Source: an optimization exercise on an open RTL-to-GDS flow (aim: small area, a short achievable clock period and few clock cycles per item). Production flows keep margins and buffers that such runs may drop.
RTL that was checked went through simulation tests only; none was proved equivalent to the original.
No functional check of the RTL was part of run 1.

`design/flow/config.mk`:
```
export PLATFORM = sky130hd
export DESIGN_NAME = qyuqyu_f64op
export DESIGN_NICKNAME = qyuqyu_f64op
export VERILOG_FILES = /design/flow/design.v
export SDC_FILE = /design/flow/constraint.sdc
export NUM_CORES = 4
export LEC_CHECK = 0
export CAP_MARGIN = 20
export CORE_MARGIN = 2
export CORE_UTILIZATION = 50
export PLACE_DENSITY = 0.65
export SETUP_SLACK_MARGIN = 3
export SLEW_MARGIN = 20
```
`design/flow/constraint.sdc`:
```
create_clock -name core_clock -period 10.0 [get_ports {clk}]
set_input_delay 2.0000 -clock core_clock [delete_from_list [all_inputs] [get_ports {clk}]]
set_output_delay 2.0000 -clock core_clock [all_outputs]
set_load 0.01 [all_outputs]
```
`design/flow/design.v`:
```
module qyuqyu_f64op (
    input  wire        clk,
    input  wire        rst,
    input  wire        req_valid,
    output wire        req_ready,
    input  wire [3:0]  req_op,
    input  wire [63:0] req_a,
    input  wire [63:0] req_b,
    output wire        rsp_valid,
    input  wire        rsp_ready,
    output wire [63:0] rsp_y,
    output wire [63:0] rsp_z,
    output wire        rsp_ill
);
    localparam integer SQ_K = 4;                       
    localparam integer SQ_M = (54 + SQ_K - 1) / SQ_K;  
    localparam integer SQ_N = SQ_K * SQ_M;             
    localparam integer SQ_W = SQ_N + 4;                
    localparam [3:0] OP_ABS = 4'h0, OP_MIN = 4'h1, OP_MAX = 4'h2, OP_MODF = 4'h3,
                     OP_FLOOR = 4'h4, OP_CEIL = 4'h5, OP_TRUNC = 4'h6,
                     OP_ROUND = 4'h7, OP_SQRT = 4'h8;
    localparam [63:0] PINF = 64'h7FF0000000000000;
    localparam [63:0] NINF = 64'hFFF0000000000000;
    localparam [63:0] ONE  = 64'h3FF0000000000000;
    localparam [63:0] QNAN = 64'h7FF8000000000001;
    reg         rdy_q;       
    reg         busy_q;      
    reg         vld_q;       
    reg         f_abs, f_mm, f_max, f_modf, f_floor, f_ceil, f_round, f_sqrt, f_res;
    reg  [63:0] a_q, b_q;
    reg  [63:0] y_q, z_q;
    reg         ill_q;
    reg  [SQ_M+1:0] ph;      
    assign req_ready = rdy_q;
    assign rsp_valid = vld_q;
    assign rsp_y     = y_q;
    assign rsp_z     = z_q;
    assign rsp_ill   = ill_q;
    wire is_sqrt = f_sqrt;
    wire [10:0] r_e     = req_a[62:52];
    wire [51:0] r_m     = req_a[51:0];
    wire [10:0] r_nf    = 11'd1075 - r_e;
    wire [63:0] r_fmask = ~(64'hFFFFFFFFFFFFFFFF << r_nf[5:0]);
    wire [63:0] r_hmask = r_fmask >> 1;
    wire        r_lt1   = (r_e < 11'd1023);
    wire        r_big   = (r_e > 11'd1074);
    wire        r_rbit  = |(r_m & r_fmask[51:0] & ~r_hmask[51:0]);
    wire        r_rstk  = |(r_m & r_hmask[51:0]);
    wire        r_rlsb  = |(req_a[52:0] & {r_fmask[51:0], 1'b0} & ~r_fmask[52:0]);
    wire        r_mm    = (req_op == OP_MIN) || (req_op == OP_MAX);
    wire        r_bnf   = (req_b[62:52] == 11'h7FF);
    wire        r_bmz   = (req_b[51:0] == 52'd0);
    reg         a_mz, a_ez, a_nonf, e_lt1, e_big, e_1022, f_nz, rnd_up;
    reg         b_zero, b_nan, b_inf, m_lt, m_eq;
    wire        a_s    = a_q[63];
    wire [10:0] a_e    = a_q[62:52];
    wire [51:0] a_m    = a_q[51:0];
    wire [63:0] a_sgn  = {a_s, 63'd0};
    wire        a_zero = a_ez && a_mz;
    wire        a_nan  = a_nonf && !a_mz;
    wire        a_inf  = a_nonf && a_mz;
    wire        b_s    = b_q[63];
    wire        e_frac = !e_lt1 && !e_big;
    wire [63:0] fmask  = b_q;
    wire [63:0] a_int  = a_q & ~fmask;
    wire [51:0] fbits  = a_m & fmask[51:0];
    wire [62:0] inc_int   = (a_q[62:0] | fmask[62:0]) + 63'd1;
    wire [51:0] nz_in = is_sqrt ? a_m : fbits;
    wire [63:0] nv0 = {nz_in, 12'd0};
    wire        ns5 = (nv0[63:32] == 32'd0);
    wire [63:0] nv1 = ns5 ? {nv0[31:0], 32'd0} : nv0;
    wire        ns4 = (nv1[63:48] == 16'd0);
    wire [63:0] nv2 = ns4 ? {nv1[47:0], 16'd0} : nv1;
    wire        ns3 = (nv2[63:56] == 8'd0);
    wire [63:0] nv3 = ns3 ? {nv2[55:0], 8'd0} : nv2;
    wire        ns2 = (nv3[63:60] == 4'd0);
    wire [63:0] nv4 = ns2 ? {nv3[59:0], 4'd0} : nv3;
    wire        ns1 = (nv4[63:62] == 2'd0);
    wire [63:0] nv5 = ns1 ? {nv4[61:0], 2'd0} : nv4;
    wire        ns0 = !nv5[63];
    wire [63:0] nv6 = ns0 ? {nv5[62:0], 1'b0} : nv5;
    wire [5:0]  lz  = {ns5, ns4, ns3, ns2, ns1, ns0};
    wire [51:0] nfrac = nv6[62:11];      
    wire        m_gt   = !m_lt && !m_eq;
    wire        is_max = f_max;
    wire        sel_a  = (a_s != b_s) ? (is_max ? b_s : a_s)
                                      : ((a_s ^ is_max) ? m_gt : m_lt);
    wire [63:0] ext_v  = is_max ? PINF : NINF;
    wire        ext_hit = (a_inf && (a_s != is_max)) || (b_inf && (b_s != is_max));
    reg  [63:0] mm_y;
    always @(*) begin
        if (ext_hit)               mm_y = ext_v;
        else if (a_nan || b_nan)   mm_y = QNAN;
        else if (a_zero && b_zero) mm_y = b_q;
        else if (sel_a)            mm_y = a_q;
        else                       mm_y = b_q;
    end
    wire        up_frac = (f_floor && a_s && f_nz) || (f_ceil && !a_s && f_nz) || (f_round && rnd_up);
    wire        up_lt1  = (f_floor && a_s && !a_zero) || (f_ceil && !a_s && !a_zero)
                       || (f_round && e_1022 && !a_mz);
    wire        pass_a  = f_abs || e_big;
    reg  [62:0] int_mag;
    always @(*) begin
        if (pass_a)       int_mag = a_q[62:0];
        else if (e_lt1)   int_mag = up_lt1 ? ONE[62:0] : 63'd0;
        else if (up_frac) int_mag = inc_int;
        else              int_mag = a_int[62:0];
    end
    wire [63:0] int_y = {a_s && !f_abs, int_mag};
    wire [10:0] f_exp  = a_e - 11'd1 - {5'd0, lz};
    wire [63:0] frac_w = f_nz ? {a_s, f_exp, nfrac} : a_sgn;
    reg [63:0] modf_z;
    always @(*) begin
        if (a_nonf)      modf_z = QNAN;
        else if (e_lt1)  modf_z = a_q;
        else if (e_frac) modf_z = frac_w;
        else             modf_z = a_sgn;
    end
    wire [52:0] norm_m = {1'b1, a_ez ? nfrac : a_m};
    wire [11:0] e_sum  = {1'b0, a_e} + 12'd1023;
    wire [10:0] sq_e1n = e_sum[11:1];
    wire [10:0] sq_e1s = {2'b00, 4'b1111, ~lz[5:1]};
    wire        e_odd  = a_ez ? !lz[0] : !a_e[0];
    wire [53:0] m2     = e_odd ? {norm_m, 1'b0} : {1'b0, norm_m};
    wire [10:0] sq_e1w = a_ez ? sq_e1s : sq_e1n;
    wire [SQ_N:0]   sq_s  = y_q[SQ_N:0];
    wire [SQ_N:0]   sq_sm = a_q[SQ_N:0];
    wire [SQ_W-1:0] sq_ws = z_q[SQ_W-1:0];
    wire [SQ_W-1:0] sq_wc = b_q[SQ_W-1:0];
    reg  [10:0]     sq_e1;
    reg             sq_sp;       
    reg  [SQ_N:0] sq_u0;
    integer c;
    always @(*) begin
        sq_u0 = {(SQ_N+1){1'b0}};
        for (c = 1; c <= SQ_M; c = c + 1)
            sq_u0[SQ_N - 1 - (c - 1) * SQ_K] = ph[c];
    end
    function [1:0] sq_sel;
        input [SQ_W-1:0] ws, wc;
        reg   [4:0] y;
        begin
            y = ws[SQ_W-2:SQ_N-2] + wc[SQ_W-2:SQ_N-2];
            sq_sel = {y[4] && (y != 5'h1F), !y[4]};
        end
    endfunction
    function [SQ_W-1:0] sq_f;
        input [1:0]    d;
        input [SQ_N:0] s, sm, u;
        begin
            if (d[0])      sq_f = ~({{(SQ_W-SQ_N-2){1'b0}}, s, 1'b0} | {{(SQ_W-SQ_N-1){1'b0}}, u});
            else if (d[1]) sq_f = {{(SQ_W-SQ_N-2){1'b0}}, sm, 1'b0} | {{(SQ_W-SQ_N-2){1'b0}}, u, 1'b0}
                                | {{(SQ_W-SQ_N-1){1'b0}}, u};
            else           sq_f = {SQ_W{1'b0}};
        end
    endfunction
    function [1:0] sq_next;
        input [1:0]      d;
        input [SQ_W-1:0] ws, wc;
        input [SQ_N:0]   s, sm, u;
        reg   [SQ_W-1:0] a, b, f;
        begin
            a = {ws[SQ_W-2:0], 1'b0};
            b = {wc[SQ_W-2:0], 1'b0};
            f = sq_f(d, s, sm, u);
            sq_next = sq_sel(a ^ b ^ f, {((a & b) | (a & f) | (b & f)), d[0]});
        end
    endfunction
    reg  [SQ_N:0]   st_s  [0:SQ_K];
    reg  [SQ_N:0]   st_sm [0:SQ_K];
    reg  [SQ_W-1:0] st_ws [0:SQ_K];
    reg  [SQ_W-1:0] st_wc [0:SQ_K];
    reg  [1:0]      st_d  [0:SQ_K];
    reg  [1:0]      st_np, st_nz, st_nn;
    reg  [SQ_N:0]   st_u;
    reg  [SQ_W-1:0] st_f, st_a, st_b;
    integer j;
    always @(*) begin
        st_s[0]  = sq_s;
        st_sm[0] = sq_sm;
        st_ws[0] = sq_ws;
        st_wc[0] = sq_wc;
        st_d[0]  = sq_sel(sq_ws, sq_wc);
        for (j = 0; j < SQ_K; j = j + 1) begin
            st_u = sq_u0 >> j;
            st_f = sq_f(st_d[j], st_s[j], st_sm[j], st_u);
            st_a = {st_ws[j][SQ_W-2:0], 1'b0};
            st_b = {st_wc[j][SQ_W-2:0], 1'b0};
            st_ws[j+1] = st_a ^ st_b ^ st_f;
            st_wc[j+1] = {((st_a & st_b) | (st_a & st_f) | (st_b & st_f)), st_d[j][0]};
            st_s[j+1]  = (st_d[j][1] ? st_sm[j] : st_s[j])
                       | ((st_d[j][0] || st_d[j][1]) ? st_u : {(SQ_N+1){1'b0}});
            st_sm[j+1] = st_d[j][0] ? st_s[j]
                       : (st_sm[j] | ((st_d[j][0] || st_d[j][1]) ? {(SQ_N+1){1'b0}} : st_u));
            st_np = sq_next(2'b01, st_ws[j], st_wc[j], st_s[j], st_sm[j], st_u);
            st_nz = sq_next(2'b00, st_ws[j], st_wc[j], st_s[j], st_sm[j], st_u);
            st_nn = sq_next(2'b10, st_ws[j], st_wc[j], st_s[j], st_sm[j], st_u);
            st_d[j+1] = st_d[j][0] ? st_np : (st_d[j][1] ? st_nn : st_nz);
        end
    end
    wire [SQ_W-1:0] sq_w   = sq_ws + sq_wc;
    wire [SQ_N:0]   sq_qf  = sq_w[SQ_W-1] ? sq_sm : sq_s;
    wire [53:0]     q54    = sq_qf[SQ_N-1 -: 54];
    wire [63:0]     sq_res = {1'b0, sq_e1, q54[52:1]} + {63'd0, q54[0]};
    reg [63:0] sqrt_y;
    always @(*) begin
        if (!sq_sp)                               sqrt_y = sq_res;
        else if (a_zero || a_nan || !a_s)         sqrt_y = a_q;
        else                                      sqrt_y = QNAN;
    end
    reg [63:0] exec_y, exec_z;
    reg        exec_ill;
    always @(*) begin
        exec_y   = QNAN;
        exec_z   = 64'd0;
        exec_ill = 1'b0;
        if (f_res) begin
            exec_y   = QNAN;
            exec_z   = QNAN;
            exec_ill = 1'b1;
        end else begin
            exec_y   = f_mm ? mm_y : (f_sqrt ? sqrt_y : int_y);
            exec_z   = f_modf ? modf_z : 64'd0;
        end
    end
    wire sqrt_last = ph[SQ_M+1];
    wire complete  = busy_q && (!is_sqrt || sqrt_last);
    wire accept    = rdy_q && req_valid;
    always @(posedge clk) begin
        if (rst) begin
            rdy_q  <= 1'b1;
            busy_q <= 1'b0;
            vld_q  <= 1'b0;
        end else begin
            if (accept) begin
                rdy_q  <= 1'b0;
                busy_q <= 1'b1;
            end
            if (complete) begin
                busy_q <= 1'b0;
                vld_q  <= 1'b1;
            end
            if (vld_q && rsp_ready) begin
                vld_q  <= 1'b0;
                rdy_q  <= 1'b1;
            end
        end
    end
    always @(posedge clk) begin
        if (busy_q && is_sqrt) begin
            ph <= {ph[SQ_M:0], 1'b0};
            if (ph[0]) begin
                y_q[SQ_N:0]   <= {1'b1, {SQ_N{1'b0}}};
                if (!(a_zero || a_nonf || a_s))
                    a_q[SQ_N:0] <= {(SQ_N+1){1'b0}};
                z_q[SQ_W-1:0] <= {4'b1111, m2, {(SQ_N-54){1'b0}}};
                b_q[SQ_W-1:0] <= {SQ_W{1'b0}};
                sq_e1         <= sq_e1w;
                sq_sp         <= a_zero || a_nonf || a_s;
            end else begin
                y_q[SQ_N:0]   <= st_s[SQ_K];
                if (!sq_sp)
                    a_q[SQ_N:0] <= st_sm[SQ_K];
                z_q[SQ_W-1:0] <= st_ws[SQ_K];
                b_q[SQ_W-1:0] <= st_wc[SQ_K];
            end
        end
        if (!rst && accept) begin
            f_abs   <= (req_op == OP_ABS);
            f_mm    <= (req_op == OP_MIN) || (req_op == OP_MAX);
            f_max   <= (req_op == OP_MAX);
            f_modf  <= (req_op == OP_MODF);
            f_floor <= (req_op == OP_FLOOR);
            f_ceil  <= (req_op == OP_CEIL);
            f_round <= (req_op == OP_ROUND);
            f_sqrt  <= (req_op == OP_SQRT);
            f_res   <= (req_op > OP_SQRT);
            a_q  <= req_a;
            b_q  <= r_mm ? req_b : r_fmask;
            a_mz   <= (r_m == 52'd0);
            a_ez   <= (r_e == 11'd0);
            a_nonf <= (r_e == 11'h7FF);
            e_lt1  <= r_lt1;
            e_big  <= r_big;
            e_1022 <= (r_e == 11'd1022);
            f_nz   <= |(r_m & r_fmask[51:0]);
            rnd_up <= r_rbit && (r_rstk || r_rlsb);
            b_zero <= (req_b[62:0] == 63'd0);
            b_nan  <= r_bnf && !r_bmz;
            b_inf  <= r_bnf && r_bmz;
            m_lt   <= (req_a[62:0] < req_b[62:0]);
            m_eq   <= (req_a[62:0] == req_b[62:0]);
            ph   <= {{(SQ_M+1){1'b0}}, 1'b1};
        end
        if (!rst && complete) begin
            y_q   <= exec_y;
            z_q   <= exec_z;
            ill_q <= exec_ill;
        end
    end
endmodule
```
`design/flow/run.sh`:
```
#!/bin/bash
# synth_recipe.tcl (not shown) runs the flow's synth.tcl, then flattens the netlist and writes it again
# the make line also repeats each setting of config.mk as NAME=value (left out here)
make -C /OpenROAD-flow-scripts/flow DESIGN_CONFIG=/design/flow/config.mk WORK_HOME=/design/flow/orfs CLKGATE_MAP_FILE= SYNTH_SCRIPT=/design/flow/synth_recipe.tcl finish
```
==> reports/metrics.yaml, run 1 <==
ys_ff_latch: 310
haltStage: "global routing"
grt_max_degree: 103
synth-simple-area-share_pct: 20.4
synth_top_area_share_pct: 18.1
cts_max_level: 2
initial_utilization_pct: 50.7
netlist_area_um2: 48300
num_rows: 113
cts.sinks: 310
ys_warn_count: 6
synth_edf_count: 291
overflow: 1
dieWidth_um: 315
place_area_um2: 53400
cts-root-buf: "clkbuf_16"
synth_compound_area_share_pct: 27.0
gp_congestion: 1.15
io-pin-count: 267
synthXorXnorAreaFrac_pct: 3.07
synthMuxAreaShare_pct: 7.50
synth_most_common_cell: "nand2_1"
place_inst: 7726
netlist_instances: 6457
pre_cts_slack_ps: 1220
clockBufferDepth: 3
syn_avg_cell_area_um2: 7.48
ys.flop_type: "edfxtp_1"
track_usage_pct: 65.2
seq_area_frac_synth_pct: 18.9
firstError: "[ERROR GRT-0232] Routing congestion too high. Check the congestion heatmap in the GUI."
port_buffers: 266
synthTopCellsByArea: "edfxtp_1, fa_1, o21ai_0"
place_hpwl_um: 221000
die_h_um: 315
synth_fa_ha_area_share_pct: 15.6
cts_made_buffers: 43
synth_top_family_by_area: "compound AO/OA/AOI/OAI gates"
yosys-top-cells-count: "nand2_1, o21ai_0, nor2_1"
synth_nets: 7038
status: "aborted with a tool error"
async_reset_ff_share_pct: 0
synth.distinct_cells: 107
yosysTopAreaCell: "edfxtp_1"
[routing by layer]
metal / global-route usage (%) / overflow
met1: 71.4 / 0
met2: 78.7 / 1
met3: 49.3 / 0
met4: 53.9 / 0
met5: 31.6 / 0
[worst max path at each step]
stage	startpoint	end	slack [ps]	cells past startpoint
CTS	z_q[54]$_DFFE_PP_	z_q[8]$_DFFE_PP_	2110	33
detailed placement	b_q[53]$_DFFE_PP_	z_q[33]$_DFFE_PP_	1220	30
floorplan	y_q[54]$_DFFE_PP_	z_q[12]$_DFFE_PP_	2120	38
global placement	b_q[53]$_DFFE_PP_	z_q[33]$_DFFE_PP_	1340	30
[logic make-up after synthesis]
family                   after synthesis
AO/OA/AOI/OAI                       2096
XOR/XNOR                             160
adder cells (fa/ha/maj)              445
buffers and inverters                924
flip-flops                           310
multiplexers                         353
AND/OR/NAND/NOR                     2169
[what timing repair did]
action | 4_1_cts
gates resized for setup | 525
hold buffers | 0
cloned | 18
pin swaps | 224
buffers inserted | 186
endpoints found under the hold margin | 0
setup endpoints to repair | 242
==> run 2, diff against run 1 <==
--- a/design/flow/design.v
+++ b/design/flow/design.v
@@ -14,5 +14,5 @@
 );
-    localparam integer SQ_K = 4;                       
-    localparam integer SQ_M = (54 + SQ_K - 1) / SQ_K;  
-    localparam integer SQ_N = SQ_K * SQ_M;             
+    localparam integer SQ_K = 3;                       
+    localparam integer SQ_M = 54 / SQ_K;               
+    localparam integer SQ_N = 54;                      
     localparam integer SQ_W = SQ_N + 4;                
@@ -131,2 +131,3 @@
     reg             sq_sp;       
+    reg  [1:0]      sq_d;        
     reg  [SQ_N:0] sq_u0;
@@ -182,3 +183,3 @@
         st_wc[0] = sq_wc;
-        st_d[0]  = sq_sel(sq_ws, sq_wc);
+        st_d[0]  = sq_d;
         for (j = 0; j < SQ_K; j = j + 1) begin
@@ -201,5 +202,4 @@
     wire [SQ_W-1:0] sq_w   = sq_ws + sq_wc;
-    wire [SQ_N:0]   sq_qf  = sq_w[SQ_W-1] ? sq_sm : sq_s;
-    wire [53:0]     q54    = sq_qf[SQ_N-1 -: 54];
-    wire [63:0]     sq_res = {1'b0, sq_e1, q54[52:1]} + {63'd0, q54[0]};
+    wire            sq_inc = sq_s[0] && !sq_w[SQ_W-1];
+    wire [63:0]     sq_res = {1'b0, sq_e1, sq_s[52:1]} + {63'd0, sq_inc};
     reg [63:0] sqrt_y;
@@ -258,2 +258,3 @@
                 sq_e1         <= sq_e1w;
+                sq_d          <= sq_sel({4'b1111, m2, {(SQ_N-54){1'b0}}}, {SQ_W{1'b0}});
                 sq_sp         <= a_zero || a_nonf || a_s;
@@ -265,2 +266,3 @@
                 b_q[SQ_W-1:0] <= st_wc[SQ_K];
+                sq_d          <= st_d[SQ_K];
             end
--- a/design/flow/config.mk
+++ b/design/flow/config.mk
@@ -9,5 +9,5 @@
 export CORE_MARGIN = 2
-export CORE_UTILIZATION = 50
-export PLACE_DENSITY = 0.65
-export SETUP_SLACK_MARGIN = 3
+export CORE_UTILIZATION = 38
+export PLACE_DENSITY = 0.55
+export SETUP_SLACK_MARGIN = 4
 export SLEW_MARGIN = 20
==> run 2 against run 1 <==
Compared with the run above: the run now finishes clean; area after synthesis down 9.2%; synthesized cell count is 12% lower.
==> reports/metrics.yaml, run 2 <==
grt_pass1_wl_um: 420000
drt_pass1_iterations: 10
hold_ws_ps: 524
num_rows: 124  # +9.7%
synth_nets: 6208  # -12%
grt_pass1_vias: 49600
seq_area_um2: 9260
coreArea_um2: 114000
synth_most_common_cell: "nor2_1"
drc_errors: 0
critPathCaptureType: "flop"
place_hpwl_um: 226000  # +2.3%
fillers: 11300
die_h_um: 344  # +9.2%
cts_made_buffers: 48  # +12%
slew_headroom_pct: 11.4
ys_ff_latch: 316  # +1.9%
yosysTopAreaCell: "edfxtp_1"
avgViaCountPerCell: 7.32
cp_top_family: "simple AND/OR/NAND/NOR gates"
critical_path_required_ps: 10440
seq_area_frac_synth_pct: 21.1  # +2.2 points
multi_input_area_um2: 33200
synth_edf_count: 293  # +0.69%
async_reset_ff_share_pct: 0  # unchanged
stdcell_area_um2: 54200
vias: 55200
path_buf_inv: 6
fin_crit_sh_pct: 63.2
die_area_um2: 118000
wl_um: 317000
hp-class: "flop to flop"
place_area_um2: 48400  # -9.4%
drive_gt1_share_pct: 16.7
wire_per_inst_um: 42.0
synth.distinct_cells: 98  # -8.4%
grt_max_degree: 82
tns_ps: 0
dieWidth_um: 344  # +9.2%
layout_common_cells: "nor2_1, nand2_1, a21oi_1"
clockBufferDepth: 3  # unchanged
drt_iter0_drc: 10900
worst_pin_slew_ps: 1320
crit_arrival_ps: 6760
synthTopCellsByArea: "edfxtp_1, fa_1, o21ai_0"
path_common_cell: "buf_4"
timing.fmax_mhz: 158
netlist_area_um2: 43800  # -9.2%
area_growth_pct: 23.7
cts-root-buf: "clkbuf_16"
initial_utilization_pct: 38.3  # -12 points
antenna_left: 0
ys.flop_type: "edfxtp_1"
status: "no timing/DRC/antenna violations"
hold_viol_final: 0
postCtsHoldBufs: 0  # unchanged
clock_latency_ps: 700
netlist_instances: 5691  # -12%
overflow: 0
rsz0062_at_grt: "yes"
crit_path_max_fanout: 8
cap_violations: 0
setup_violations: 0
yosys-top-cells-count: "nor2_1, nand2_1, o21ai_0"
cts_tree: "built"
slowest_stage: "edfxtp_1"
slowest_delay_ps: 790
nNetsFinal: 6503
ys_warn_count: 6  # unchanged
synth_top_area_share_pct: 20.1  # +2.0 points
io-pin-count: 267  # unchanged
port_buffers: 266  # unchanged
cts.sinks: 316  # +1.9%
clkSlewWorstSetupHoldPaths_ps: 70
antenna_found_initial: 22
drv_slew: 0
path_class: "flop to flop"
cts_max_level: 2  # unchanged
clock_skew_ps: 69.7
syn_avg_cell_area_um2: 7.70  # +3.0%
gp_congestion: 1.09  # -5.5%
fin_crit_ps: 6320
setup.worst_path.start_class: "flop"
final_common_cell: "nor2_1"
track_usage_pct: 51.2
## run 2: cell count changes after synthesis, moves of 80 or more
| cell | change |
|---|---|
| a21oi_1 | -110 |
| nand2_1 | -224 |
| inv_1 | -139 |
| mux2i_1 | -121 |
| o21ai_0 | -143 |
| o22ai_1 | +80 |
## run 2: cell families after synthesis
| kind of cell | synth area share [%] |
|---|---|
| mux | 6.47 |
| simple gates | 18.9 |
| buf+inv | 6.77 |
| compound gates | 29.9 |
| xor+xnor | 2.58 |
| fa+ha+maj | 14.2 |
| flops | 21.1 |
## run 2: worst reg2reg max path, delay by kind of cell (launching register included)
| family | cells | cell delay (ps) |
|---|---|---|
| simple gates | 12 | 1920 |
| compound gates | 5 | 1390 |
| buf+inv | 6 | 940 |
| flops | 1 | 790 |
| fa+ha+maj | 3 | 690 |
| xor+xnor | 2 | 380 |
## run 2: cell type report
cell class                      count  area share, %
Multi-Input combinational cell   4627           61.3
Sequential cell                   316           17.1
Timing Repair Buffer              742           13.1
Tap cell                         1512           3.49
Clock buffer                       64           2.44
Inverter                          248           1.81
Clock inverter                     26          0.722
Antenna cell                       10         0.0462
Timing Repair inverter              3         0.0369
## run 2: final timing paths
check                           cells after the start          startpoint            endpoint  slack [ps]
worst max-delay path                               28   b_q[48]$_DFFE_PP_   y_q[50]$_DFFE_PP_        3680
worst min-delay path                                1  vld_q$_SDFFE_PP0P_  rdy_q$_SDFFE_PP1P_         520
worst max register to register                     28   b_q[48]$_DFFE_PP_   y_q[50]$_DFFE_PP_        3680
worst min register to register                      1  vld_q$_SDFFE_PP0P_  rdy_q$_SDFFE_PP1P_         520
## run 2: per-layer routing
layer	track usage (%)	share of wire [%]
met5	0	0.053
met4	30.8	8.4
met3	26.2	17
met2	68.1	38
met1	65.1	36
## run 2: repair_timing
action / in CTS / in global routing
cloned: 16 / 12
buffers inserted: 138 / 81
pin swaps: 75 / 134
gates resized for setup: 197 / 248
endpoints found under the setup margin: 230 / 107
## run 2: metrics by stage
stage | util (%) | std cells | setup slack (ps)
floorplan | - | 5691 | 4010
global placement | 42.3 | 7199 | 1480
detailed placement | 42.3 | 7201 | 1790
CTS | 45.7 | 7445 | 3890
global route | 47.4 | 7540 | 3610
finish | 47.4 | 7548 | 3680
Testbench counts of run 2, summed over its fixed seeds: cycles 122,806, items 24,000.
==> run 3, diff against run 2 <==
--- a/design/flow/config.mk
+++ b/design/flow/config.mk
@@ -11,3 +11,3 @@
 export PLACE_DENSITY = 0.55
-export SETUP_SLACK_MARGIN = 4
+export SETUP_SLACK_MARGIN = 3
 export SLEW_MARGIN = 20
==> run 3 against run 2 <==
Compared with the run above: cell count fell by 2.8%; flip-flop and latch count unchanged; area after synthesis stayed put; synthesized cell count stayed put; clock skew decreased by 33 ps; critical path type unchanged.
==> reports/metrics.yaml, run 3 <==
seq_area_frac_synth_pct: 21.1  # unchanged
die_area_um2: 118000  # unchanged
hold_viol_final: 0  # unchanged
dieWidth_um: 344  # unchanged
slowest_stage: "fa_1"
crit_arrival_ps: 7420  # +660 ps
critical_path_required_ps: 10370  # -70 ps
drive_gt1_share_pct: 10.6  # -6.1 points
track_usage_pct: 47.3  # -3.9 points
fillers: 11500  # +1.9%
die_h_um: 344  # unchanged
synth_most_common_cell: "nor2_1"
hp-class: "flop to flop"
ys_ff_latch: 316  # unchanged
cts.sinks: 316  # unchanged
drc_errors: 0  # unchanged
antenna_found_initial: 15  # -32%
ys_warn_count: 6  # unchanged
clock_latency_ps: 680  # -20 ps
path_class: "flop to flop"
hold_start: "ph[19]$_SDFFE_PP0P_"
syn_avg_cell_area_um2: 7.70  # unchanged
synth_nets: 6208  # unchanged
num_rows: 124  # unchanged
cp_top_family: "adder cells"
status: "no timing/DRC/antenna violations"
reg2reg_from: "z_q[51]$_DFFE_PP_"
cap_violations: 0  # unchanged
synth_top_area_share_pct: 20.1  # unchanged
place_hpwl_um: 215000  # -4.5%
yosys-top-cells-count: "nor2_1, nand2_1, o21ai_0"
crit_path_max_fanout: 8  # unchanged
synth_edf_count: 293  # unchanged
grt_max_degree: 83  # +1.2%
wire_per_inst_um: 39.3  # -6.5%
fin_crit_sh_pct: 70.4  # +7.3 points
synth_fa_ha_area_share_pct: 14.2  # unchanged
rsz0062_at_grt: "yes"
multi_input_area_um2: 32000  # -3.6%
synthMuxAreaShare_pct: 6.47  # unchanged
worst_pin_slew_ps: 1290  # -32.0 ps
path_buf_inv: 2  # -4
coreArea_um2: 114000  # unchanged
port_buffers: 266  # unchanged
grt_pass1_wl_um: 392000  # -6.7%
cts_made_buffers: 48  # unchanged
synthXorXnorAreaFrac_pct: 2.58  # unchanged
drt_iter0_drc: 8735  # -20%
clkSlewWorstSetupHoldPaths_ps: 70  # about the same
async_reset_ff_share_pct: 0  # unchanged
synth_top_family_by_area: "compound AO/OA/AOI/OAI gates"
critPathCaptureType: "flop"
grt_pass1_vias: 47600  # -3.9%
antenna_left: 0  # unchanged
crit_chain: "fa_1, ha_1, fa_1, a21o_1, a21oi_1, xor2_1, mux2i_1, xor2_1, nor2_2, nor2_4, buf_4, nor2_2, a21oi_1, fa_1, inv_1, fa_1, a21o_1, a21oi_2, xnor2_2, a41oi_1, a32oi_2, o31ai_4, o22a_1"
cts_tree: "built"
nNetsFinal: 6296  # -3.2%
setup_violations: 0  # unchanged
slowest_delay_ps: 580  # -210 ps
cts_max_level: 2  # unchanged
timing.fmax_mhz: 142  # -10%
clock_skew_ps: 37.0  # -32.7 ps
drt_pass1_iterations: 9  # -1
synth-simple-area-share_pct: 18.9  # unchanged
place_inst: 7183  # -0.25%
fin_cells: 7333  # -2.8%
overflow: 0  # unchanged
avgViaCountPerCell: 7.06  # -3.5%
area_growth_pct: 15.7
setup.worst_path.start_class: "flop"
netlist_area_um2: 43800  # unchanged
seq_area_um2: 9260  # about the same
clockBufferDepth: 3  # unchanged
synth_compound_area_share_pct: 29.9  # unchanged
layout_common_cells: "nor2_1, nand2_1, a21oi_1"
synthTopCellsByArea: "edfxtp_1, fa_1, o21ai_0"
slew_headroom_pct: 13.6  # +2.1 points
wl_um: 288000  # -9.2%
vias: 51800  # -6.3%
tns_ps: 0  # unchanged
final_common_cell: "nor2_1"
netlist_instances: 5691  # unchanged
synth.distinct_cells: 98  # unchanged
ys.flop_type: "edfxtp_1"
drv_slew: 0  # unchanged
gp_congestion: 1.07  # -2.0%
startpoint: "z_q[51]$_DFFE_PP_"
path_common_cell: "fa_1"
cts-root-buf: "clkbuf_16"
yosysTopAreaCell: "edfxtp_1"
io-pin-count: 267  # unchanged
fin_crit_ps: 7040  # +727 ps
initial_utilization_pct: 38.3  # unchanged
## run 3: through the flow
stage,hold WS (ps),setup slack (ps),util (%),instance area [um2]
after global routing,520,2850,44.3,50700
after global placement,482,65.8,42.2,48200
after detailed placement,482,1960,42.2,48200
after floorplan,424,3030,-,43800
after CTS,490,2970,43.9,50200
final,503,2960,44.3,50700
## run 3: cell families after synthesis
kind of cell	after synthesis
xor+xnor	129
compound gates	2026
fa+ha+maj	381
buf+inv	756
flops	316
simple gates	1812
mux	271
## run 3: area by class of cell
class / count / area share [%]
diodes: 3 / 0.0148
clock inverters: 34 / 0.807
well taps: 1512 / 3.73
multi-input cells: 4624 / 63.2
flip-flops and latches: 316 / 18.3
inverters: 248 / 1.91
clock buffers: 55 / 2.48
repair buffers: 541 / 9.57
## run 3: metal layers
| metal | share of wire (%) | up-vias | GRT usage [%] |
|---|---|---|---|
| met5 | 0.018 | - | 0 |
| met4 | 7.8 | 8 | 28.0 |
| met1 | 37 | 24900 | 60.6 |
| met2 | 39 | 4534 | 65.0 |
| li1 | - | 21300 | - |
| met3 | 16 | 1012 | 21.0 |
## run 3: what timing repair did
| action | in CTS | in global routing |
|---|---|---|
| resized for setup | 28 | 53 |
| hold buffers | 0 | 0 |
| pin swaps | 5 | 5 |
| setup buffers | 25 | 26 |
| gates cloned | 1 | 4 |
| setup endpoints to repair | 84 | 60 |
## run 3: worst register-to-register path, stage by stage, from the launching register on
cell and delay, ps:
edfxtp_1 530, fa_1 530, ha_1 230, fa_1 460, a21o_1 170, a21oi_1 170
xor2_1 230, mux2i_1 130, xor2_1 190, nor2_2 340, nor2_4 130, buf_4 220
nor2_2 540, a21oi_1 310, fa_1 580, inv_1 70, fa_1 450, a21o_1 210
a21oi_2 180, xnor2_2 190, a41oi_1 110, a32oi_2 250, o31ai_4 190, o22a_1 330
## run 3: worst paths after layout
| path | end | cells past startpoint | slack [ps] |
|---|---|---|---|
| min reg2reg | ph[19]$_SDFFE_PP0P_ | 2 | 500 |
| max reg2reg | sq_d[1]$_DFFE_PP_ | 23 | 2960 |
| max | sq_d[1]$_DFFE_PP_ | 23 | 2960 |
| min | ph[19]$_SDFFE_PP0P_ | 2 | 500 |
==> run 4, diff against run 3 <==
--- a/design/flow/design.v
+++ b/design/flow/design.v
@@ -32,3 +32,3 @@
     reg         ill_q;
-    reg  [SQ_M+1:0] ph;      
+    reg  [4:0]  cnt;         
     assign req_ready = rdy_q;
@@ -132,2 +132,3 @@
     reg  [1:0]      sq_d;        
+    reg           sq_c1, sq_c2;  
     reg  [SQ_N:0] sq_u0;
@@ -137,3 +138,3 @@
         for (c = 1; c <= SQ_M; c = c + 1)
-            sq_u0[SQ_N - 1 - (c - 1) * SQ_K] = ph[c];
+            sq_u0[SQ_N - 1 - (c - 1) * SQ_K] = (c == 1) ? sq_c1 : (c == 2) ? sq_c2 : (cnt == c);
     end
@@ -225,3 +226,3 @@
     end
-    wire sqrt_last = ph[SQ_M+1];
+    wire sqrt_last = (cnt == SQ_M + 1);
     wire complete  = busy_q && (!is_sqrt || sqrt_last);
@@ -250,4 +251,6 @@
         if (busy_q && is_sqrt) begin
-            ph <= {ph[SQ_M:0], 1'b0};
-            if (ph[0]) begin
+            cnt <= cnt + 5'd1;
+            sq_c1 <= (cnt == 5'd0);
+            sq_c2 <= sq_c1 && (cnt != 5'd0);
+            if (cnt == 5'd0) begin
                 y_q[SQ_N:0]   <= {1'b1, {SQ_N{1'b0}}};
@@ -294,3 +297,3 @@
             m_eq   <= (req_a[62:0] == req_b[62:0]);
-            ph   <= {{(SQ_M+1){1'b0}}, 1'b1};
+            cnt  <= 5'd0;
         end
--- a/design/flow/config.mk
+++ b/design/flow/config.mk
@@ -9,5 +9,5 @@
 export CORE_MARGIN = 2
-export CORE_UTILIZATION = 38
+export CORE_UTILIZATION = 40
 export PLACE_DENSITY = 0.55
-export SETUP_SLACK_MARGIN = 3
+export SETUP_SLACK_MARGIN = 4
 export SLEW_MARGIN = 20
==> run 4 against run 3 <==
Compared with the run above: maximum frequency rose by 12%; final area grew 1.6%; first-iteration DRC count rose by 5.1%; area after synthesis shrank 2.9%; clock skew increased by 10 ps; synthesized cell count down 2.7%; sequential share of layout area shrank 0.75 points.
==> reports/metrics.yaml, run 4 <==
grt_max_degree: 60  # -28%
vias: 54200  # +4.7%
track_usage_pct: 54.1  # +6.8 points
die_h_um: 330  # -3.9%
synth-simple-area-share_pct: 18.1  # -0.84 points
place_area_um2: 46800  # -3.0%
dieWidth_um: 330  # -3.9%
clock_latency_ps: 690  # about the same
drt_pass1_iterations: 30  # +21
ys_ff_latch: 303  # -4.1%
hold_viol_final: 0  # unchanged
tns_ps: 0  # unchanged
crit_arrival_ps: 6700  # -720 ps
clock_skew_ps: 47.1  # +10.1 ps
area_growth_pct: 20.9
crit_path_max_fanout: 6  # -2
ys_warn_count: 6  # unchanged
io-pin-count: 267  # unchanged
layout_common_cells: "nand2_1, o21ai_0, a21oi_1"
fin_cells: 7252  # -1.1%
pre_cts_slack_ps: 2120  # +163 ps
postCtsHoldBufs: 0  # unchanged
initial_utilization_pct: 40.4  # +2.1 points
setup.worst_path.start_class: "flop"
cap_violations: 0  # unchanged
avgViaCountPerCell: 7.47  # +5.9%
hold_ws_ps: 518  # +14.6 ps
place_inst: 6921  # -3.6%
drive_gt1_share_pct: 12.5  # +1.9 points
slew_headroom_pct: 13.6  # -0.019 points
ys.flop_type: "edfxtp_1"
post-route-util_pct: 48.8  # +4.5 points
clkSlewWorstSetupHoldPaths_ps: 70  # about the same
cts_max_level: 2  # unchanged
critPathCaptureType: "flop"
path_common_cell: "a21o_1"
fillers: 10500  # -8.6%
netlist_area_um2: 42600  # -2.9%
clockBufferDepth: 3  # unchanged
worst_pin_slew_ps: 1260  # -28.0 ps
die_area_um2: 109000  # -7.6%
wl_um: 307000  # +6.7%
r2r_cells: 28  # +22%
holdPathStages: 2  # unchanged
synthXorXnorAreaFrac_pct: 2.63  # +0.047 points
critical_path_required_ps: 10430  # +60 ps
timing.fmax_mhz: 159  # +12%
synth_most_common_cell: "nand2_1"
synth.distinct_cells: 94  # -4.1%
grt_pass1_vias: 49500  # +3.8%
cts.sinks: 303  # -4.1%
netlist_instances: 5537  # -2.7%
wire_per_inst_um: 42.4  # +7.9%
synth_top_area_share_pct: 20.8  # +0.73 points
antenna_left: 0  # unchanged
nNetsFinal: 6325  # +0.46%
cts_made_buffers: 43  # -10%
cts_tree: "built"
seq_area_frac_synth_pct: 21.2  # +0.060 points
syn_avg_cell_area_um2: 7.69  # -0.17%
cts-root-buf: "clkbuf_16"
synthMuxAreaShare_pct: 6.51  # +0.047 points
multi_input_area_um2: 31900  # -0.45%
gp_congestion: 1.10  # +2.5%
synthTopCellsByArea: "edfxtp_1, fa_1, o21ai_0"
async_reset_ff_share_pct: 0  # unchanged
drv_slew: 0  # unchanged
final_common_cell: "nand2_1"
drt_iter0_drc: 9184  # +5.1%
worst_slack_ps: 3720  # +765 ps
yosys-top-cells-count: "nand2_1, o21ai_0, a21oi_1, nor2_1, clkbuf_1"
overflow: 0  # unchanged
synth_nets: 6059  # -2.4%
slowest_delay_ps: 460  # -120 ps
rsz0062_at_grt: "yes"
coreArea_um2: 105000  # -7.8%
yosysTopAreaCell: "edfxtp_1"
synth_fa_ha_area_share_pct: 14.8  # +0.57 points
synth_compound_area_share_pct: 30.2  # +0.27 points
synth_top_family_by_area: "compound AO/OA/AOI/OAI gates"
slowest_stage: "a221o_2"
drc_errors: 0  # unchanged
status: "no timing/DRC/antenna violations"
place_hpwl_um: 213000  # -1.1%
seq_area_um2: 9020  # -2.6%
stdcell_area_um2: 51500  # +1.6%
grt_pass1_wl_um: 409000  # +4.5%
synth_edf_count: 295  # +0.68%
hp-class: "flop to flop"
path_class: "flop to flop"
num_rows: 119  # -4.0%
port_buffers: 266  # unchanged
fin_crit_ps: 6280  # -765 ps
antenna_found_initial: 27  # +12
setup_violations: 0  # unchanged
fin_crit_sh_pct: 62.8  # -7.6 points
[run 4: cell types whose count changed in the layout (fill, tap and decap cells not counted), moves of 56 or more]
cell,change
mux2_2,-58
nand2_1,+68
o21ai_0,+63
mux2i_1,+56
nor2_1,-124
buf_4,+79
[run 4: cell type report]
| cell class | instances | share of cell area, % |
|---|---|---|
| well taps | 1391 | 3.38 |
| repair buffers | 663 | 12.1 |
| inverters | 276 | 2.12 |
| diodes | 25 | 0.122 |
| flip-flops and latches | 303 | 17.5 |
| multi-input cells | 4515 | 62.0 |
| clock buffers | 57 | 2.27 |
| clock inverters | 21 | 0.474 |
| repair inverters | 1 | 0.0170 |
[run 4: path summary, 6_finish.rpt]
check	from	to	slack [ps]
worst max-delay path	b_q[1]$_SDFFCE_PN0P_	y_q[61]$_SDFFCE_PP1P_	3720
worst min register to register	rdy_q$_SDFFE_PP1P_	rdy_q$_SDFFE_PP1P_	520
worst max register to register	b_q[1]$_SDFFCE_PN0P_	y_q[61]$_SDFFCE_PP1P_	3720
worst min-delay path	rdy_q$_SDFFE_PP1P_	rdy_q$_SDFFE_PP1P_	520
[run 4: what timing repair did]
item                       4_1_cts  5_1_grt
setup endpoints to repair      229      108
buffers inserted               113       96
gates cloned                    12        6
hold endpoints to repair         0        0
gates resized for setup        159      137
pin swaps                       30       76
[run 4: logic make-up (layout without fill, tap and decap cells)]
logic type	after synthesis	in the layout
AOI/OAI and AO/OA	2022	2022
xor gates and xnor gates	126	126
adders and majority gates	386	386
buffers and inverters	724	1018
DFF	303	303
muxes	272	272
other	0	25
and+or+nand+nor	1704	1709
[run 4: layer usage]
layer,global-route usage (%),wire length [um],up-vias
li1,-,-,21200
met1,60.7,101000,25800
met2,75.8,121000,5388
met3,26.5,49700,1804
met4,47.3,35500,30
met5,0.739,370,-
[run 4: worst max-delay path, delay by kind of cell (launching register included)]
kind,cells,cell delay [ps]
adders and majority gates,2,470
AOI/OAI and AO/OA,11,2460
xor gates and xnor gates,2,300
DFF,1,440
buffers and inverters,2,400
and+or+nand+nor,11,1940
Testbench counts of run 4, summed over its fixed seeds: cycles 122,806, items 24,000.
==> run 5, diff against run 4 <==
--- a/design/flow/config.mk
+++ b/design/flow/config.mk
@@ -11,3 +11,4 @@
 export PLACE_DENSITY = 0.55
-export SETUP_SLACK_MARGIN = 4
+export SETUP_SLACK_MARGIN = 4.5
 export SLEW_MARGIN = 20
+export TNS_END_PERCENT = 5
==> run 5 against run 4 <==
Compared with the run above: final area grew 1.2%; cell count grew 0.41%; maximum frequency grew 1.3%; clock-buffer cell count shrank 3; routed wire length grew 1.7%; non-clock buffer count grew 22; worst hold slack gained 21 ps; die area is the same; sequential share of layout area shrank 0.21 points; first-iteration DRC count grew 10%; critical endpoint is now y_q[54]$_DFFE_PP_.
==> reports/metrics.yaml, run 5 <==
worst_pin_slew_ps: 1340  # +78.0 ps
path_class: "flop to flop"
rsz0062_at_grt: "yes"
crit_path_max_fanout: 3  # -3
wl_met3_um: 49900  # +0.45%
cts_max_level: 2  # unchanged
yosys-top-cells-count: "nand2_1, o21ai_0, a21oi_1, nor2_1, clkbuf_1"
clock_skew_ps: 46.5  # -0.672 ps
drt_iter0_drc: 10100  # +10%
fin_crit_sh_pct: 62.0  # -0.79 points
coreArea_um2: 105000  # unchanged
netlist_instances: 5537  # unchanged
hold_ws_ps: 539  # +21.4 ps
layout_common_cells: "nand2_1, o21ai_0, a21oi_1"
ys.flop_type: "edfxtp_1"
grt_pass1_vias: 49800  # +0.72%
yosysTopAreaCell: "edfxtp_1"
slowest_delay_ps: 540  # +80 ps
hp-class: "flop to flop"
clockBufferDepth: 3  # unchanged
routed-wl-met2_um: 124000  # +2.9%
synth_most_common_cell: "nand2_1"
syn_avg_cell_area_um2: 7.69  # unchanged
avgViaCountPerCell: 7.48  # about the same
worst_slack_ps: 3800  # +79.4 ps
area_growth_pct: 22.4
clock_latency_ps: 700  # about the same
maxUsedRoutingLayer: "met5"
drive_gt1_share_pct: 13.5  # +0.95 points
die_area_um2: 109000  # unchanged
ys_ff_latch: 303  # unchanged
antenna_found_initial: 35  # +30%
crit_arrival_ps: 6710  # about the same
vias: 54400  # +0.46%
slew_headroom_pct: 9.82  # -3.7 points
drt_pass1_iterations: 30  # unchanged
nNetsFinal: 6351  # +0.41%
grt_pass1_wl_um: 416000  # +1.6%
fillers: 10300  # -1.8%
critical_path_required_ps: 10510  # +80 ps
ys_warn_count: 6  # unchanged
async_reset_ff_share_pct: 0  # unchanged
track_usage_pct: 55.3  # +1.2 points
synth_edf_count: 295  # unchanged
hold_viol_final: 0  # unchanged
synth_nets: 6059  # unchanged
setup.worst_path.start_class: "flop"
clkSlewWorstSetupHoldPaths_ps: 60  # about the same
synth_top_area_share_pct: 20.8  # unchanged
timing.fmax_mhz: 161  # +1.3%
die_h_um: 330  # unchanged
cts_tree: "built"
r2r_cells: 28  # unchanged
setup_violations: 0  # unchanged
port_buffers: 266  # unchanged
holdPathStages: 2  # unchanged
path_common_cell: "a21o_1"
synthTopCellsByArea: "edfxtp_1, fa_1, o21ai_0"
tns_ps: 0  # unchanged
grt_max_degree: 66  # +10%
antenna_left: 0  # unchanged
place_area_um2: 47000  # +0.38%
cap_violations: 0  # unchanged
cts_made_buffers: 46  # +7.0%
drc_errors: 0  # unchanged
cts.sinks: 303  # unchanged
status: "no timing/DRC/antenna violations"
slowest_stage: "a221o_2"
postCtsHoldBufs: 0  # unchanged
pre_cts_slack_ps: 2070  # -48.7 ps
io-pin-count: 267  # unchanged
wire_per_inst_um: 42.9  # +1.3%
dieWidth_um: 330  # unchanged
seq_area_frac_synth_pct: 21.2  # unchanged
place_hpwl_um: 214000  # +0.41%
cts-root-buf: "clkbuf_16"
wl_met1_um: 101000  # -0.45%
synth.distinct_cells: 94  # unchanged
wl_um: 313000  # +1.7%
num_rows: 119  # unchanged
drv_slew: 0  # unchanged
fin_crit_ps: 6200  # -79.4 ps
gp_congestion: 1.08  # -1.3%
initial_utilization_pct: 40.4  # unchanged
critPathCaptureType: "flop"
stdcell_area_um2: 52100  # +1.2%
overflow: 0  # unchanged
netlist_area_um2: 42600  # unchanged
final_common_cell: "nand2_1"
## run 5: per-stage QoR
| stage | std cells | utilization, % |
|---|---|---|
| global route | 7257 | 49.4 |
| global placement | 6921 | 44.5 |
| finish | 7282 | 49.4 |
| CTS | 7173 | 48.4 |
| detailed placement | 6922 | 44.5 |
| floorplan | 5537 | - |
## run 5: path summary, 6_finish.rpt
path         slack, ps                   to                 start
min reg2reg        540  cnt[1]$_SDFFE_PP0P_   cnt[1]$_SDFFE_PP0P_
min                540  cnt[1]$_SDFFE_PP0P_   cnt[1]$_SDFFE_PP0P_
max               3800    y_q[54]$_DFFE_PP_  b_q[1]$_SDFFCE_PN0P_
max reg2reg       3800    y_q[54]$_DFFE_PP_  b_q[1]$_SDFFCE_PN0P_
## run 5: metal layers
layer	up-vias	global-route usage, %
met4	18	51.7
li1	21200	-
met5	-	0.0870
met2	5313	77.4
met3	1869	29.0
met1	26000	59.7
## run 5: worst max-delay path, delay by kind of cell, from the launching register on
family / cells / cell delay [ps]
XOR/XNOR: 2 / 300
flip-flops: 1 / 450
buffers and inverters: 2 / 370
AND/OR/NAND/NOR: 9 / 1320
adder cells (fa/ha/maj): 3 / 660
AO/OA/AOI/OAI: 12 / 2940
## run 5: cell type report
type / instances / area, um2 / share of cell area, %
Multi-Input combinational cell: 4516 / 32100 / 61.7
Sequential cell: 303 / 9020 / 17.3
Timing Repair Buffer: 685 / 6570 / 12.6
Tap cell: 1391 / 1740 / 3.34
Clock buffer: 54 / 1200 / 2.31
Inverter: 276 / 1110 / 2.14
Clock inverter: 29 / 262 / 0.502
Antenna cell: 27 / 67.6 / 0.130
Timing Repair inverter: 1 / 8.76 / 0.0168
## run 5: logic make-up after synthesis
family	Yosys count	share of synthesized area [%]
buf+inv	724	6.62
xor+xnor	126	2.63
compound gates	2022	30.2
flops	303	21.2
mux	272	6.51
fa+ha+maj	386	14.8
simple gates	1704	18.1
## run 5: repair_timing
item / 4_1_cts / 5_1_grt
endpoints found under the setup margin: 243 / 140
pin swaps: 61 / 53
gates cloned: 17 / 2
buffers inserted: 151 / 78
resized for setup: 215 / 71
==> run 6, diff against run 5 <==
--- a/design/flow/config.mk
+++ b/design/flow/config.mk
@@ -11,3 +11,3 @@
 export PLACE_DENSITY = 0.55
-export SETUP_SLACK_MARGIN = 4.5
+export SETUP_SLACK_MARGIN = 5
 export SLEW_MARGIN = 20
==> run 6 against run 5 <==
Compared with the run above: die area stayed put; critical path depth is 9 lower; synthesized cell count stayed put; register-to-register slack better by 130 ps; critical endpoint is now z_q[44]$_DFFE_PP_; clock-buffer cell count is 1 lower; non-clock buffer count is 31 higher; sequential share of layout area is 0.17 points lower; worst hold slack better by 4.6 ps.
==> reports/metrics.yaml, run 6 <==
cts_tree: "built"
tns_ps: 0  # unchanged
track_usage_pct: 54.8  # -0.48 points
drv_slew: 0  # unchanged
cts_made_buffers: 46  # unchanged
nNetsFinal: 6387  # +0.57%
antenna_left: 0  # unchanged
path_buf_inv: 6  # +4
wire_per_inst_um: 42.0  # -2.1%
path_class: "flop to flop"
cap_violations: 0  # unchanged
cts.sinks: 303  # unchanged
antenna_found_initial: 33  # -5.7%
status: "no timing/DRC/antenna violations"
clock_skew_ps: 29.4  # -17.1 ps
setup.worst_path.start_class: "flop"
crit_arrival_ps: 6500  # -210 ps
slowest_stage: "o211ai_2"
crit_chain: "buf_4, buf_4, a22oi_2, nand3_2, a2111o_1, or2_4, buf_8, a21oi_4, buf_6, o21ai_4, buf_12, a221o_1, a221o_1, o211ai_2, nand2_1, nand2_1, buf_4, nor2_1, a221o_1"
rsz0062_at_grt: "yes"
syn_avg_cell_area_um2: 7.69  # unchanged
synthTopCellsByArea: "edfxtp_1, fa_1, o21ai_0"
drive_gt1_share_pct: 14.4  # +0.89 points
netlist_area_um2: 42600  # unchanged
ys.flop_type: "edfxtp_1"
clkSlewWorstSetupHoldPaths_ps: 60  # about the same
cts-root-buf: "clkbuf_16"
setup_violations: 0  # unchanged
overflow: 0  # unchanged
die_h_um: 330  # unchanged
synth_most_common_cell: "nand2_1"
cp_top_family: "compound AO/OA/AOI/OAI gates"
place_hpwl_um: 212000  # -1.0%
slowest_delay_ps: 780  # +240 ps
synth_top_area_share_pct: 20.8  # unchanged
final_common_cell: "nand2_1"
fin_crit_ps: 6070  # -128 ps
area_growth_pct: 23.6
grt_pass1_vias: 49800  # -0.16%
wl_um: 307000  # -1.6%
fin_crit_sh_pct: 60.7  # -1.3 points
timing.fmax_mhz: 165  # +2.1%
num_rows: 119  # unchanged
cts_max_level: 2  # unchanged
netlist_instances: 5537  # unchanged
crit_path_max_fanout: 12  # +9
worst_pin_slew_ps: 1290  # -48.9 ps
port_buffers: 266  # unchanged
clock_latency_ps: 680  # -20 ps
grt_max_degree: 68  # +3.0%
coreArea_um2: 105000  # unchanged
critPathCaptureType: "flop"
clockBufferDepth: 3  # unchanged
async_reset_ff_share_pct: 0  # unchanged
drc_errors: 0  # unchanged
gp_congestion: 1.10  # +2.1%
slew_headroom_pct: 14.0  # +4.2 points
io-pin-count: 267  # unchanged
ys_ff_latch: 303  # unchanged
hold_viol_final: 0  # unchanged
layout_common_cells: "nand2_1, o21ai_0, a21oi_1"
ys_warn_count: 6  # unchanged
seq_area_frac_synth_pct: 21.2  # unchanged
synth_nets: 6059  # unchanged
yosysTopAreaCell: "edfxtp_1"
critical_path_required_ps: 10420  # -90 ps
hold_ws_ps: 544  # +4.62 ps
hp-class: "flop to flop"
dieWidth_um: 330  # unchanged
drt_pass1_iterations: 30  # unchanged
initial_utilization_pct: 40.4  # unchanged
die_area_um2: 109000  # unchanged
vias: 54000  # -0.74%
grt_pass1_wl_um: 414000  # -0.58%
drt_iter0_drc: 9396  # -7.2%
reg2reg_slack_ps: 3930  # +130 ps
yosys-top-cells-count: "nand2_1, o21ai_0, a21oi_1, nor2_1, clkbuf_1"
avgViaCountPerCell: 7.39  # -1.2%
synth.distinct_cells: 94  # unchanged
synth_edf_count: 295  # unchanged
-- run 6: cell counts after synthesis --
Identical to the previous run, type by type.
-- run 6: cells by family after synthesis --
family                   Yosys count  synth area share [%]
AND/OR/NAND/NOR                 1704                  18.1
multiplexers                     272                  6.51
flip-flops                       303                  21.2
XOR/XNOR                         126                  2.63
adder cells (fa/ha/maj)          386                  14.8
buffers and inverters            724                  6.62
AO/OA/AOI/OAI                   2022                  30.2
-- run 6: final cells by class --
class                      instances  area (um2)
timing repair buffer             716        6960
inverter                         276        1110
clock buffer                      53        1180
clock inverter                    33         278
fill                           10400       52800
sequential                       303        9020
antenna                           22        55.1
multi-input combinational       4520       32300
timing repair inverter             2        15.0
tap                             1391        1740
-- run 6: what timing repair did --
action,CTS,global route
cloned,30,1
setup endpoints to repair,245,265
resized for setup,255,70
buffers inserted,220,22
hold buffers,0,0
pin swaps,104,49
-- run 6: per-layer routing --
metal | wire, um | track usage [%]
met1 | 100000 | 60.0
met2 | 122000 | 76.1
met4 | 34500 | 48.5
met3 | 50500 | 29.7
met5 | 278 | 0.565
-- run 6: through the flow --
stage | utilization [%] | setup slack [ps] | cells | area (um2)
finish | 49.9 | 3930 | 7316 | 52600
detailed placement | 44.6 | 2630 | 6933 | 47100
global route | 49.9 | 3960 | 7298 | 52600
floorplan | - | 4430 | 5537 | 43100
CTS | 49.3 | 4170 | 7269 | 52000
global placement | 44.6 | 2680 | 6933 | 47100
-- run 6: path summary, 6_finish.rpt --
path	startpoint	endpoint	cells past startpoint
setup reg to reg	b_q[42]$_DFFE_PP_	z_q[44]$_DFFE_PP_	19
hold reg to reg	cnt[1]$_SDFFE_PP0P_	cnt[1]$_SDFFE_PP0P_	2
setup / recovery	b_q[42]$_DFFE_PP_	z_q[44]$_DFFE_PP_	19
hold / removal	cnt[1]$_SDFFE_PP0P_	cnt[1]$_SDFFE_PP0P_	2
-- run 6: worst reg2reg max path: stages (launching register included) --
cell and delay [ps]:
edfxtp_1 450, buf_4 170, buf_4 170, a22oi_2 190, nand3_2 160, a2111o_1 470, or2_4 280, buf_8 130
a21oi_4 140, buf_6 130, o21ai_4 60, buf_12 140, a221o_1 340, a221o_1 410, o211ai_2 780, nand2_1 330
nand2_1 680, buf_4 390, nor2_1 90, a221o_1 310
==> run 7, diff against run 6 <==
--- a/design/flow/config.mk
+++ b/design/flow/config.mk
@@ -9,4 +9,4 @@
 export CORE_MARGIN = 2
-export CORE_UTILIZATION = 40
-export PLACE_DENSITY = 0.55
+export CORE_UTILIZATION = 46
+export PLACE_DENSITY = 0.6
 export SETUP_SLACK_MARGIN = 5
==> run 7 against run 6 <==
Compared with the run above: maximum frequency is 2.5% higher; flip-flop and latch count did not move; clock skew is 14 ps higher; final area grew 0.57%; synthesized cell count stayed put; clock-buffer cell count shrank 3; non-clock buffer count grew 46; via count rose by 5.1%.
==> reports/metrics.yaml, run 7 <==
avgViaCountPerCell: 7.91  # +7.0%
drive_gt1_share_pct: 15.7  # +1.3 points
cts_made_buffers: 44  # -4.3%
cts.sinks: 303  # unchanged
track_usage_pct: 61.9  # +7.1 points
port_buffers: 266  # unchanged
yosys-top-cells-count: "nand2_1, o21ai_0, a21oi_1, nor2_1, clkbuf_1"
setup_violations: 0  # unchanged
setup.worst_path.start_class: "flop"
seq_area_frac_synth_pct: 21.2  # unchanged
slowest_delay_ps: 550  # -230 ps
cts_tree: "built"
layout_common_cells: "nand2_1, o21ai_0, a21oi_1"
antenna_found_initial: 61  # +85%
clockBufferDepth: 3  # unchanged
synthTopCellsByArea: "edfxtp_1, fa_1, o21ai_0"
yosysTopAreaCell: "edfxtp_1"
die_area_um2: 95000  # -13%
critical_path_required_ps: 10400  # -20 ps
worst_pin_slew_ps: 1360  # +68.5 ps
path_buf_inv: 3  # -3
io-pin-count: 267  # unchanged
slowest_stage: "fa_2"
ys_ff_latch: 303  # unchanged
grt_pass1_wl_um: 410000  # -0.75%
worst_slack_ps: 4080  # +150 ps
critPathCaptureType: "flop"
drt_pass1_iterations: 12  # -60%
cts-root-buf: "clkbuf_16"
grt_pass1_vias: 50900  # +2.2%
grt_max_degree: 82  # +21%
drt_iter0_drc: 13300  # +42%
status: "no timing/DRC/antenna violations"
num_rows: 111  # -6.7%
synth.distinct_cells: 94  # unchanged
vias: 56800  # +5.1%
dieWidth_um: 308  # -6.7%
area_growth_pct: 24.3
crit_chain: "buf_4, buf_4, fa_1, ha_4, fa_2, a21o_1, a2111oi_4, o21bai_4, a32oi_4, o21ai_4, buf_12, nand2b_4, o21ai_2, fa_2, fa_1, ha_2, fa_2, a21o_1, a21oi_4, xnor2_2, a31oi_1, o311ai_2, o31a_1"
clkSlewWorstSetupHoldPaths_ps: 60  # about the same
synth_nets: 6059  # unchanged
crit_path_max_fanout: 6  # -6
path_class: "flop to flop"
clock_skew_ps: 43.0  # +13.6 ps
wire_per_inst_um: 42.5  # +1.1%
clock_latency_ps: 680  # about the same
tns_ps: 0  # unchanged
postCtsHoldBufs: 0  # unchanged
hp-class: "flop to flop"
rsz0062_at_grt: "yes"
drc_errors: 0  # unchanged
crit_arrival_ps: 6320  # -180 ps
cp_top_family: "adder cells"
timing.fmax_mhz: 169  # +2.5%
gp_congestion: 1.14  # +3.3%
slew_headroom_pct: 9.46  # -4.6 points
wl_um: 305000  # -0.71%
ys_warn_count: 6  # unchanged
synth_top_area_share_pct: 20.8  # unchanged
cts_max_level: 2  # unchanged
drv_slew: 0  # unchanged
async_reset_ff_share_pct: 0  # unchanged
antenna_left: 0  # unchanged
pre_cts_slack_ps: 2200  # -428 ps
ys.flop_type: "edfxtp_1"
coreArea_um2: 91700  # -13%
hold_viol_final: 0  # unchanged
syn_avg_cell_area_um2: 7.69  # unchanged
initial_utilization_pct: 46.4  # +6.1 points
die_h_um: 308  # -6.7%
synth_most_common_cell: "nand2_1"
overflow: 0  # unchanged
fin_crit_sh_pct: 59.2  # -1.5 points
cap_violations: 0  # unchanged
netlist_instances: 5537  # unchanged
nNetsFinal: 6430  # +0.67%
netlist_area_um2: 42600  # unchanged
fin_crit_ps: 5920  # -150 ps
place_hpwl_um: 204000  # -3.7%
synth_edf_count: 295  # unchanged
path_common_cell: "fa_2"
final_common_cell: "nand2_1"
==> run 7: cell counts after synthesis <==
Identical to the previous run, type by type.
==> run 7: kinds of logic (layout without fill, tap and decap cells) <==
logic type	count (synthesis)	in the layout	share of synthesized area (%)
AO/OA/AOI/OAI	2022	2024	30.2
XOR/XNOR	126	126	2.63
adder cells (fa/ha/maj)	386	386	14.8
buffers and inverters	724	1120	6.62
flip-flops	303	303	21.2
multiplexers	272	272	6.51
other	0	58	0
AND/OR/NAND/NOR	1704	1710	18.1
==> run 7: metrics by stage <==
stage | hold WS [ps] | cell area, um2 | util, % | instances
2_1_floorplan | 424 | 43100 | - | 5537
3_3_place_gp | 487 | 46700 | 51.0 | 6725
3_5_place_dp | 492 | 46700 | 51.0 | 6726
4_1_cts | 504 | 50800 | 55.4 | 6987
5_1_grt | 559 | 52800 | 57.6 | 7150
6_report | 503 | 52900 | 57.7 | 7185
==> run 7: per-layer routing <==
metal  global-route usage [%]  up-vias  share of wire [%]
li1                         -    21400                  -
met1                     65.3    26400                 31
met2                     80.9     6484                 37
met3                     42.0     2419                 19
met4                     55.4       60                 12
met5                     12.9        -               0.50
==> run 7: worst register-to-register path: cells and delay by family, from the launching register on <==
kind / cells / cell delay [ps]
and+or+nand+nor: 1 / 60
buffers and inverters: 3 / 470
xor gates and xnor gates: 1 / 90
adders and majority gates: 7 / 2670
AOI/OAI and AO/OA: 11 / 1940
DFF: 1 / 440
==> run 7: path summary, 6_finish.rpt <==
kind	startpoint	to	slack (ps)	depth (start not counted)
worst max-delay path	z_q[51]$_DFFE_PP_	sq_d[1]$_DFFE_PP_	4080	23
worst min-delay path	rdy_q$_SDFFE_PP1P_	rdy_q$_SDFFE_PP1P_	500	2
worst max register to register	z_q[51]$_DFFE_PP_	sq_d[1]$_DFFE_PP_	4080	23
worst min register to register	rdy_q$_SDFFE_PP1P_	rdy_q$_SDFFE_PP1P_	500	2
==> run 7: final cells by class <==
cell class              count  area (um2)
diodes                     58         145
clock buffers              50        1120
clock inverters            29         221
fillers                  8534       38800
inverters                 276        1130
multi-input cells        4518       32500
flip-flops and latches    303        9020
well taps                1186        1480
repair buffers            762        7250
repair inverters            3        33.8
==> run 7: timing repair <==
item	in CTS	in global routing
gates cloned	21	8
buffers inserted	161	131
gates resized for setup	214	195
pin swaps	72	104
endpoints found under the setup margin	284	281

static timing again, ports no longer ideal:
In the flow no input, the clock included, has a driving cell. The finished layouts below were timed again as built, in two steps.
Step 1, drivers: a clkbuf_16 drives clk and a buf_2 each remaining input, both assumed.
Step 2, shift: input delay + t, output delay - t, t = (earliest + latest rising clock arrival at the registers) / 2. This alone moves slack from input paths to output paths.
a / b / c = ideal ports / drivers / drivers and shift; a / b = the first two.
run | t, ns | setup WS [ns] | hold slack, ns | worst setup path after step 2 | worst data-port slew with drivers (ns)
run 2 | 0.748 | 3.683 / 3.683 / 3.605 | 0.524 / 0.524 / 0.524 | input to register | 0.06
run 3 | 0.732 | 2.956 / 2.956 / 2.521 | 0.503 / 0.503 / 0.503 | input to register | 0.05
run 4 | 0.760 | 3.721 / 3.721 / 3.433 | 0.518 / 0.518 / 0.518 | input to register | 0.07
run 5 | 0.752 | 3.800 / 3.800 / 3.196 | 0.539 / 0.539 / 0.539 | input to register | 0.07
run 6 | 0.738 | 3.928 / 3.928 / 3.315 | 0.544 / 0.544 / 0.544 | input to register | 0.13
run 7 | 0.738 | 4.078 / 4.078 / 3.466 | 0.503 / 0.503 / 0.503 | input to register | 0.10
After both steps every run listed still meets setup and hold. The setup slack of run 6, which loses most, moves by 0.000 ns with the drivers and by -0.613 ns with both steps.
